Context: an optimization exercise on an open-source flow, tuned for small area and a short achievable clock period. The choices shown serve that exercise and are no tape-out recipe.
In this exercise RTL edits were held to simulation tests only and were not proved equivalent to the original.
Power and IR drop assume default switching activity.

// pocsag_rx
module pocsag_rx (
    input  wire        clk,
    input  wire        rst,
    input  wire        in_valid,
    input  wire [15:0] in_sample,
    output reg         pre_found,
    output reg         sync_found,
    output wire        out_valid,
    output wire [3:0]  out_index,
    output wire [31:0] out_word,
    output wire        out_fail,
    output wire        out_addr
);
    localparam [31:0] SYNC_WORD = 32'h7CD215D8;
    localparam [1:0] S_PRE   = 2'd0,
                     S_SYNC  = 2'd1,
                     S_BATCH = 2'd2;
    wire        acc = in_valid & ~rst;
    wire        sg  = in_sample[15];
    reg  [1:0]  icnt;          
    reg         v_r;           
    reg         vg_r;          
    reg         l_r;           
    reg  [15:0] s_r;           
    reg  [15:0] q_r;           
    reg         ci_r;          
    reg  [15:0] a_r;           
    reg  [22:0] magp;
    reg  [24:0] c_r;
    wire [15:0] a_in;
    wire [22:0] magp_n;
    wire [24:0] c_n;
    wire [24:0] rs_n, rk_n;
    slc_abs u_abs (
        .s (in_sample),
        .a (a_in)
    );
    slc_upd u_upd (
        .v      (v_r),
        .vg     (vg_r),
        .l      (l_r),
        .magp   (magp),
        .c      (c_r),
        .s      (s_r),
        .q      (q_r),
        .ci     (ci_r),
        .a      (a_r),
        .magp_n (magp_n),
        .c_n    (c_n),
        .rs     (rs_n),
        .rk     (rk_n)
    );
    always @(posedge clk) begin
        l_r  <= (icnt == 2'd3);
        vg_r <= acc;
        s_r  <= acc ? in_sample : 16'd0;
        q_r  <= acc ? (in_sample ^ {16{~sg}}) : 16'd0;
        ci_r <= acc & ~sg;
        a_r  <= acc ? a_in : 16'd0;
        if (rst) begin
            icnt <= 2'd0;
            v_r  <= 1'b0;
            magp <= 23'd0;
            c_r  <= 25'd0;
        end else begin
            if (in_valid)
                icnt <= icnt + 2'd1;
            v_r  <= in_valid;
            magp <= magp_n;
            c_r  <= c_n;
        end
    end
  ...
Size: about 2,600 cells after synthesis, ~60 I/O pins, ~35,000 um^2 of cells after synthesis.
Settings: LEC_CHECK=0, CAP_MARGIN=20, CORE_MARGIN=2, CORE_UTILIZATION=40, CTS_BUF_LIST=sky130_fd_sc_hd__clkbuf_8, SLEW_MARGIN=20, SYNTH_HIERARCHICAL=1; clock period 12.0 ns.
run.sh (not shown) runs the stock make flow with config.mk's settings and CLKGATE_MAP_FILE= SYNTH_SCRIPT=/design/flow/synth_recipe.tcl, a recipe that flattens the netlist after the stock synthesis.
Then changed:
- CTS_BUF_LIST: sky130_fd_sc_hd__clkbuf_8 -> not set
Cell area climbs by 0.85%.
Die area is unchanged.
Area after synthesis does not change.
Global-route usage hardly moves.
Then changed:
==> flow/flow/run.sh (new file) <==
#!/bin/bash
# The standard layout (standard synthesis and the ORFS steps unchanged),
# with two differences:
# - the port buffers that buffer_ports inserts are sky130_fd_sc_hd__buf_4
#   instead of the cell it picks by default (clkdlybuf4s50_1, a delay
#   cell); every input and output port still gets its own buffer;
# - repair_timing works on every path with less than 8 ns of setup slack
#   (SETUP_SLACK_MARGIN), so it sizes up the gates on the critical paths.
#   The clock period and the constraints are the standard flow's own.
# make's output goes to standard.log; ORFS keeps each step's log under
# orfs/logs.
set -euo pipefail
export BUFFER_PORTS_ARGS="-buffer_cell sky130_fd_sc_hd__buf_4"
export SETUP_SLACK_MARGIN=8
bash standard.sh > standard.log 2>&1
==> flow/standard.sh (new file) <==
#!/bin/bash
# synth_recipe.tcl (not shown) runs the flow's synth.tcl, then flattens the netlist and writes it again
# the make line also repeats each setting of config.mk as NAME=value (left out here)
make -C /OpenROAD-flow-scripts/flow DESIGN_CONFIG=/design/flow/config.mk WORK_HOME=/design/flow/orfs CLKGATE_MAP_FILE= SYNTH_SCRIPT=/design/flow/synth_recipe.tcl "${@:-finish}"
removed: flow/run.sh
=>
- sequential cell count does not change
- sequential share of layout area decreases by 2.6 points
- global-route usage went up by 0.71 points
- cell count came out higher by 2.1%
- cell area came out higher by 5.4%
- hold slack gets better by 0.018 ns
- wire length grows by 5.9%
Then changed:
--- a/flow/flow/run.sh
+++ b/flow/flow/run.sh
@@ -5,5 +5,5 @@
 #   instead of the cell it picks by default (clkdlybuf4s50_1, a delay
 #   cell); every input and output port still gets its own buffer;
-# - repair_timing works on every path with less than 8 ns of setup slack
+# - repair_timing works on every path with less than 9 ns of setup slack
 #   (SETUP_SLACK_MARGIN), so it sizes up the gates on the critical paths.
 #   The clock period and the constraints are the standard flow's own.
@@ -12,4 +12,4 @@
 set -euo pipefail
 export BUFFER_PORTS_ARGS="-buffer_cell sky130_fd_sc_hd__buf_4"
-export SETUP_SLACK_MARGIN=8
+export SETUP_SLACK_MARGIN=9
 bash standard.sh > standard.log 2>&1
=>
- critical path depth increases by 1
- clock power is about the same
- clock-buffer cell count decreases by 9
- design area increases by 5.8%
- sequential power is about the same
- synthesized area does not change
- maximum frequency decreases by 2.3%
- wire length increases by 4.8%
Then changed:
==> flow/flow/run.sh (replaced) <==
#!/bin/bash
# The standard layout (standard synthesis and the ORFS steps unchanged),
# with one difference: the port buffers that buffer_ports inserts are
# sky130_fd_sc_hd__buf_4 instead of the cell it picks by default
# (clkdlybuf4s50_1, a delay cell). Every input and output port still gets
# its own buffer. make's output goes to standard.log; ORFS keeps each
# step's log under orfs/logs.
set -euo pipefail
export BUFFER_PORTS_ARGS="-buffer_cell sky130_fd_sc_hd__buf_4"
bash standard.sh > standard.log 2>&1
Non-clock buffer count shrinks by 206. Cell area falls by 11%. Routed wire length shrinks by 7.5%. Synthesized cell count does not change. Fmax shrinks by 15%. Flip-flop and latch count does not change. Count of clock-buffer cells in the layout stays the same. Hold slack loses 0.0059 ns.
Then changed:
==> flow/flow/run.sh (replaced) <==
#!/bin/bash
# The standard layout (standard synthesis and the ORFS steps unchanged),
# with two differences:
# - the port buffers that buffer_ports inserts are sky130_fd_sc_hd__buf_4
#   instead of the cell it picks by default (clkdlybuf4s50_1, a delay
#   cell); every input and output port still gets its own buffer;
# - repair_timing works on every path with less than 7 ns of setup slack
#   (SETUP_SLACK_MARGIN), so it sizes up the gates on the critical paths.
#   The clock period and the constraints are the standard flow's own.
# make's output goes to standard.log; ORFS keeps each step's log under
# orfs/logs.
set -euo pipefail
export BUFFER_PORTS_ARGS="-buffer_cell sky130_fd_sc_hd__buf_4"
export SETUP_SLACK_MARGIN=7
bash standard.sh > standard.log 2>&1
Effect:
- sequential cell count does not change
- non-clock buffer count increases by 3
- die area stays the same
- via count increases by 0.84%
- wire length decreases by 0.44%

what the ideal ports hide:
How much do the figures lean on ideal ports? The routed layouts below were timed once more, with nothing changed but the port constraints.
Step 1 (the two cells are an assumption about what drives the block):
set clk [get_ports {clk}]
set_driving_cell -lib_cell sky130_fd_sc_hd__clkbuf_16 $clk
set_driving_cell -lib_cell sky130_fd_sc_hd__buf_2 [delete_from_list [all_inputs] $clk]
Step 2, shift: input delay + t, output delay - t, t = (earliest + latest rising clock arrival at the registers) / 2. This alone moves slack from input paths to output paths.
Slacks: ideal / step 1 / step 2; pairs: ideal / step 1.
run	shift t [ns]	slack for setup (ns)	hold WS [ns]	worst setup path at the end	worst data-port slew with drivers (ns)
the first run	0.772	6.620 / 6.620 / 6.086	0.378 / 0.378 / 0.378	input to register	0.06
the second run	0.673	6.642 / 6.642 / 6.102	0.386 / 0.386 / 0.386	input to register	0.05
the third run	0.686	7.533 / 7.485 / 6.799	0.404 / 0.404 / 0.404	input to register	0.14
the fourth run	0.683	7.426 / 7.401 / 6.717	0.397 / 0.397 / 0.397	input to register	0.13
the fifth run	0.667	6.625 / 6.625 / 6.083	0.391 / 0.391 / 0.391	input to register	0.06
the sixth run	0.688	7.259 / 7.260 / 6.573	0.393 / 0.393 / 0.393	input to register	0.06
After both steps every run listed still meets setup and hold. For the third run, which loses most, drivers alone change the setup slack by -0.048 ns; drivers and shift together by -0.734 ns.
